From an optimization exercise on the open Yosys and OpenROAD flow, aimed at small area, a short achievable clock period and few clock cycles per item; shortcuts taken in it are not production practice. Only simulation tests tie the RTL to the original design; equivalence was not proved. Power figures rest on the tool's default switching activity, not on a simulated workload.

==> flow/design.v <==
module si_step #(parameter WR = 32, WM = 32, WX = 34) (
    input  wire [WR-1:0] r,
    input  wire [WM-1:0] c,
    input  wire          da,
    input  wire          db,
    input  wire [WM-1:0] m,
    output wire [WR-1:0] rn,
    output wire [1:0]    q
);
    wire [WX-1:0] a  = {{(WX-WR-1){1'b0}}, r, da};
    wire [WX-1:0] b  = {{(WX-WM){1'b0}}, c};
    wire [WX-1:0] n1 = ~{{(WX-WM){1'b0}}, m};
    wire [WX-1:0] n2 = ~{{(WX-WM-1){1'b0}}, m, 1'b0};
    wire [WX-1:0] s1 = a ^ b ^ n1;
    wire [WX-1:0] k1 = (a & b) | (a & n1) | (b & n1);
    wire [WX-1:0] s2 = a ^ b ^ n2;
    wire [WX-1:0] k2 = (a & b) | (a & n2) | (b & n2);
    wire [WX-1:0] x  = a + b + db;
    wire [WX-1:0] y1 = s1 + {k1[WX-2:0], 1'b1} + db;    
    wire [WX-1:0] y2 = s2 + {k2[WX-2:0], 1'b1} + db;    
    assign q  = !y2[WX-1] ? 2'd2 : !y1[WX-1] ? 2'd1 : 2'd0;
    assign rn = !y2[WX-1] ? y2[WR-1:0] : !y1[WX-1] ? y1[WR-1:0] : x[WR-1:0];
endmodule
module seq_index (
    input  wire        clk,
    input  wire        rst,
    input  wire        in_valid,
    output wire        in_ready,
    input  wire [31:0] in_block,
    input  wire [31:0] in_num,
    input  wire [31:0] in_den,
    input  wire [12:0] in_len,
    output wire        out_valid,
    input  wire        out_ready,
    output wire [11:0] out_index
);
    localparam K = 1;                  
    reg         rdy;                   
    reg         ov;                    
    reg  [11:0] oidx;
    reg         busy1;                 
    reg  [5:0]  pos;                   
    reg         started;               
    reg  [31:0] scan;                  
    reg  [14:0] c1, r1;
    reg  [31:0] c2, r2;                
    reg  [11:0] c3, M;
    reg  [31:0] den;
    reg  [12:0] len;
    reg         t2v, t2ph, t2sw, t2fin;
    reg  [K-1:0] t2b;
    reg  [2*K-1:0] t2d;
    reg         t3v, t3ph, t3sw, t3fin;
    reg  [K-1:0] t3b;
    reg  [2*K-1:0] t3d;
    wire stall = t3v & t3fin & ov;
    wire        ph1     = pos[5];
    wire [4:0]  ppos    = pos[4:0];
    wire        z16     = (scan[31:16] == 16'd0);
    wire        z8      = (scan[31:24] == 8'd0);
    wire        can16   = ~started & z16 & (ppos <= 5'd16);
    wire        can8    = ~started & z8  & (ppos <= 5'd24);
    wire        skip    = can16 | can8;
    wire [5:0]  inc     = can16 ? 6'd16 : can8 ? 6'd8 : K;
    wire [5:0]  pos_n   = pos + inc;
    wire        sw1     = (pos_n[5] != pos[5]);       
    wire        fin1    = sw1 & ph1;
    wire [14:0] s1r [0:K];
    wire [31:0] s2r [0:K];
    wire [11:0] s3r [0:K];
    wire [2*K-1:0] s1d, s2d;
    assign s1r[0] = r1;
    assign s2r[0] = r2;
    assign s3r[0] = M;
    genvar g;
    generate
        for (g = 0; g < K; g = g + 1) begin : st
            si_step #(.WR(15), .WM(15), .WX(18)) u1 (
                .r(s1r[g]), .c(scan[31-g] ? c1 : 15'd0), .da(1'b0), .db(1'b0),
                .m(15'd22050), .rn(s1r[g+1]), .q(s1d[2*(K-1-g) +: 2]));
            si_step #(.WR(32), .WM(32), .WX(34)) u2 (
                .r(s2r[g]), .c((t2b[K-1-g] & t2ph) ? c2 : 32'd0),
                .da(t2d[2*(K-1-g)+1]), .db(t2d[2*(K-1-g)+1] | t2d[2*(K-1-g)]), .m(den),
                .rn(s2r[g+1]), .q(s2d[2*(K-1-g) +: 2]));
            si_step #(.WR(12), .WM(13), .WX(15)) u3 (
                .r(s3r[g]), .c((t3b[K-1-g] & t3ph) ? {1'b0, c3} : 13'd0),
                .da(t3d[2*(K-1-g)+1]), .db(t3d[2*(K-1-g)+1] | t3d[2*(K-1-g)]), .m(len),
                .rn(s3r[g+1]), .q());
        end
    endgenerate
    wire fin3    = t3v & t3fin & ~ov;           
    wire busy1_n = rdy ? in_valid : (busy1 & ~fin1);
    wire t2v_n   = busy1;
    wire t3v_n   = stall ? t3v : t2v;
    wire t3fin_n = stall ? t3fin : t2fin;
    wire ov_n    = fin3 | (ov & ~out_ready);
    wire rdy_n   = ~busy1_n & ~t2v_n & (~t3v_n | (t3fin_n & ~ov_n));
    always @(posedge clk) begin
        if (rst) begin
            rdy   <= 1'b1;
            ov    <= 1'b0;
            busy1 <= 1'b0;
            t2v   <= 1'b0;
            t3v   <= 1'b0;
        end else begin
            rdy   <= rdy_n;
            ov    <= ov_n;
            busy1 <= busy1_n;
            t2v   <= t2v_n;
            t3v   <= t3v_n;
        end
    end
    always @(posedge clk) begin
        if (fin3) oidx <= s3r[K];
        if (!stall) begin
            M     <= (t3v & t3sw) ? 12'd0 : s3r[K];
            t3ph  <= t2v & t2ph;
            t3sw  <= t2sw;
            t3fin <= t2fin;
            t3b   <= t2v ? t2b : {K{1'b0}};
            t3d   <= t2v ? s2d : {2*K{1'b0}};
        end
        if (t3v & t3sw & ~t3fin) c3 <= s3r[K];
        r2 <= (t2v & t2sw) ? 32'd0 : s2r[K];
        if (t2v & t2sw & ~t2fin) c2 <= s2r[K];
        t2ph  <= busy1 & ph1;
        t2sw  <= busy1 & sw1;
        t2fin <= busy1 & fin1;
        t2b   <= busy1 ? scan[31:32-K] : {K{1'b0}};
        t2d   <= busy1 ? s1d : {2*K{1'b0}};
        pos   <= pos_n;
        scan  <= sw1   ? c2 :
                 can16 ? {scan[15:0], 16'd0} :
                 can8  ? {scan[23:0], 8'd0} :
                         {scan[31-K:0], {K{1'b0}}};
        r1    <= sw1 ? 15'd0 : s1r[K];
        if (~skip) started <= 1'b1;
        if (sw1) begin
            started <= 1'b0;
            c1      <= s1r[K];
        end
        if (rdy) begin
            pos     <= 6'd0;
            started <= 1'b0;
            scan    <= in_num;
            c2      <= in_block;
            c1      <= 15'd907;
            r1      <= 15'd0;
            r2      <= 32'd0;
            M       <= 12'd0;
            den     <= in_den;
            len     <= in_len;
        end
    end
    assign in_ready  = rdy;
    assign out_valid = ov;
    assign out_index = oidx;
endmodule
==> flow/config.mk <==
export PLATFORM = sky130hd
export DESIGN_NAME = seq_index
export DESIGN_NICKNAME = seq_index
export VERILOG_FILES = /design/flow/design.v
export SDC_FILE = /design/flow/constraint.sdc
export NUM_CORES = 4
export LEC_CHECK = 0
export CAP_MARGIN = 20
export CORE_MARGIN = 2
export CORE_UTILIZATION = 65
export SLEW_MARGIN = 20
==> flow/constraint.sdc <==
create_clock -name core_clock -period 16.0 [get_ports {clk}]
set_input_delay 3.2000 -clock core_clock [delete_from_list [all_inputs] [get_ports {clk}]]
set_output_delay 3.2000 -clock core_clock [all_outputs]
set_load 0.01 [all_outputs]
run.sh (not shown) runs the stock make flow with config.mk's settings and CLKGATE_MAP_FILE= SYNTH_SCRIPT=/design/flow/synth_recipe.tcl, a recipe that flattens the netlist after the stock synthesis.
The first run ran to the end with no violations.
Testbench counts at the start, summed over its fixed seeds: cycles 156,475, items 3,200.
Rerun with:
==> flow/flow/run.sh (new file) <==
#!/bin/bash
set -euo pipefail
bash standard.sh SETUP_SLACK_MARGIN=12 finish > standard_finish.log 2>&1
==> flow/standard.sh (new file) <==
#!/bin/bash
# synth_recipe.tcl (not shown) runs the flow's synth.tcl, then flattens the netlist and writes it again
# the make line also repeats each setting of config.mk as NAME=value (left out here)
make -C /OpenROAD-flow-scripts/flow DESIGN_CONFIG=/design/flow/config.mk WORK_HOME=/design/flow/orfs CLKGATE_MAP_FILE= SYNTH_SCRIPT=/design/flow/synth_recipe.tcl "${@:-finish}"
Settings changed: CORE_UTILIZATION 65 to 40.
removed: flow/run.sh
What happened: Final area is higher by 15%. Via count rose by 3.1%. Clock skew is lower by 4.8 ps. Area after synthesis is unchanged. Wire length climbs by 16%. Sequential share of layout area is lower by 3.2 points.
Rerun with:
==> flow/run.sh (new file) <==
#!/bin/bash
# synth_recipe.tcl (not shown) runs the flow's synth.tcl, then flattens the netlist and writes it again
# the make line also repeats each setting of config.mk as NAME=value (left out here)
make -C /OpenROAD-flow-scripts/flow DESIGN_CONFIG=/design/flow/config.mk WORK_HOME=/design/flow/orfs CLKGATE_MAP_FILE= SYNTH_SCRIPT=/design/flow/synth_recipe.tcl finish
Settings changed: CAP_MARGIN 20 to 80, SLEW_MARGIN 20 to 80.
removed: flow/flow/run.sh
removed: flow/standard.sh
What happened: Clock-buffer cell count grows by 1; power is about the same; critical path depth grows by 6; maximum frequency shrinks by a quarter to a third; clock skew is about the same; die area stays the same; cell count shrinks slightly; sequential share of layout area grows by 0.96 points.
Rerun with:
==> flow/flow/run.sh (new file) <==
#!/bin/bash
set -euo pipefail
bash standard.sh SETUP_SLACK_MARGIN=11 finish > standard_finish.log 2>&1
==> flow/standard.sh (new file) <==
#!/bin/bash
# synth_recipe.tcl (not shown) runs the flow's synth.tcl, then flattens the netlist and writes it again
# the make line also repeats each setting of config.mk as NAME=value (left out here)
make -C /OpenROAD-flow-scripts/flow DESIGN_CONFIG=/design/flow/config.mk WORK_HOME=/design/flow/orfs CLKGATE_MAP_FILE= SYNTH_SCRIPT=/design/flow/synth_recipe.tcl "${@:-finish}"
Settings changed: CAP_MARGIN 80 to 20, SLEW_MARGIN 80 to 20.
removed: flow/run.sh
Maximum frequency goes up by a quarter to a third.
Register-to-register slack improved by 1400 ps.
Global-route usage fell by 0.28 points.
Via count goes down slightly.

-- what the ideal ports hide --
The flow's constraints put no driver on any port. The routed layouts listed below were extracted and timed again, unchanged, in two steps.
Step 1 assumes that a clkbuf_16 drives the clock port and a buf_2 every other input.
Step 2 adds t to the input delays and takes it off the output delays; t is the mean of the earliest and latest rising clock arrival at the registers after step 1. Input paths then give back, and output paths get back, about the clock's delay inside the block.
Slacks: no drivers / after step 1 / after step 2; pairs: no drivers / after step 1.
run	t, ns	slack for setup (ns)	worst setup path after step 2	cell pins on the clock port's net
the first run	0.611	9.611 / 9.611 / 9.611	register to register	1
the second run	0.656	11.562 / 11.562 / 11.562	register to register	1
the third run	0.638	9.666 / 9.666 / 9.666	register to register	1
the fourth run	0.639	11.101 / 11.042 / 11.114	register to register	1
After both steps every run listed still meets setup and hold.
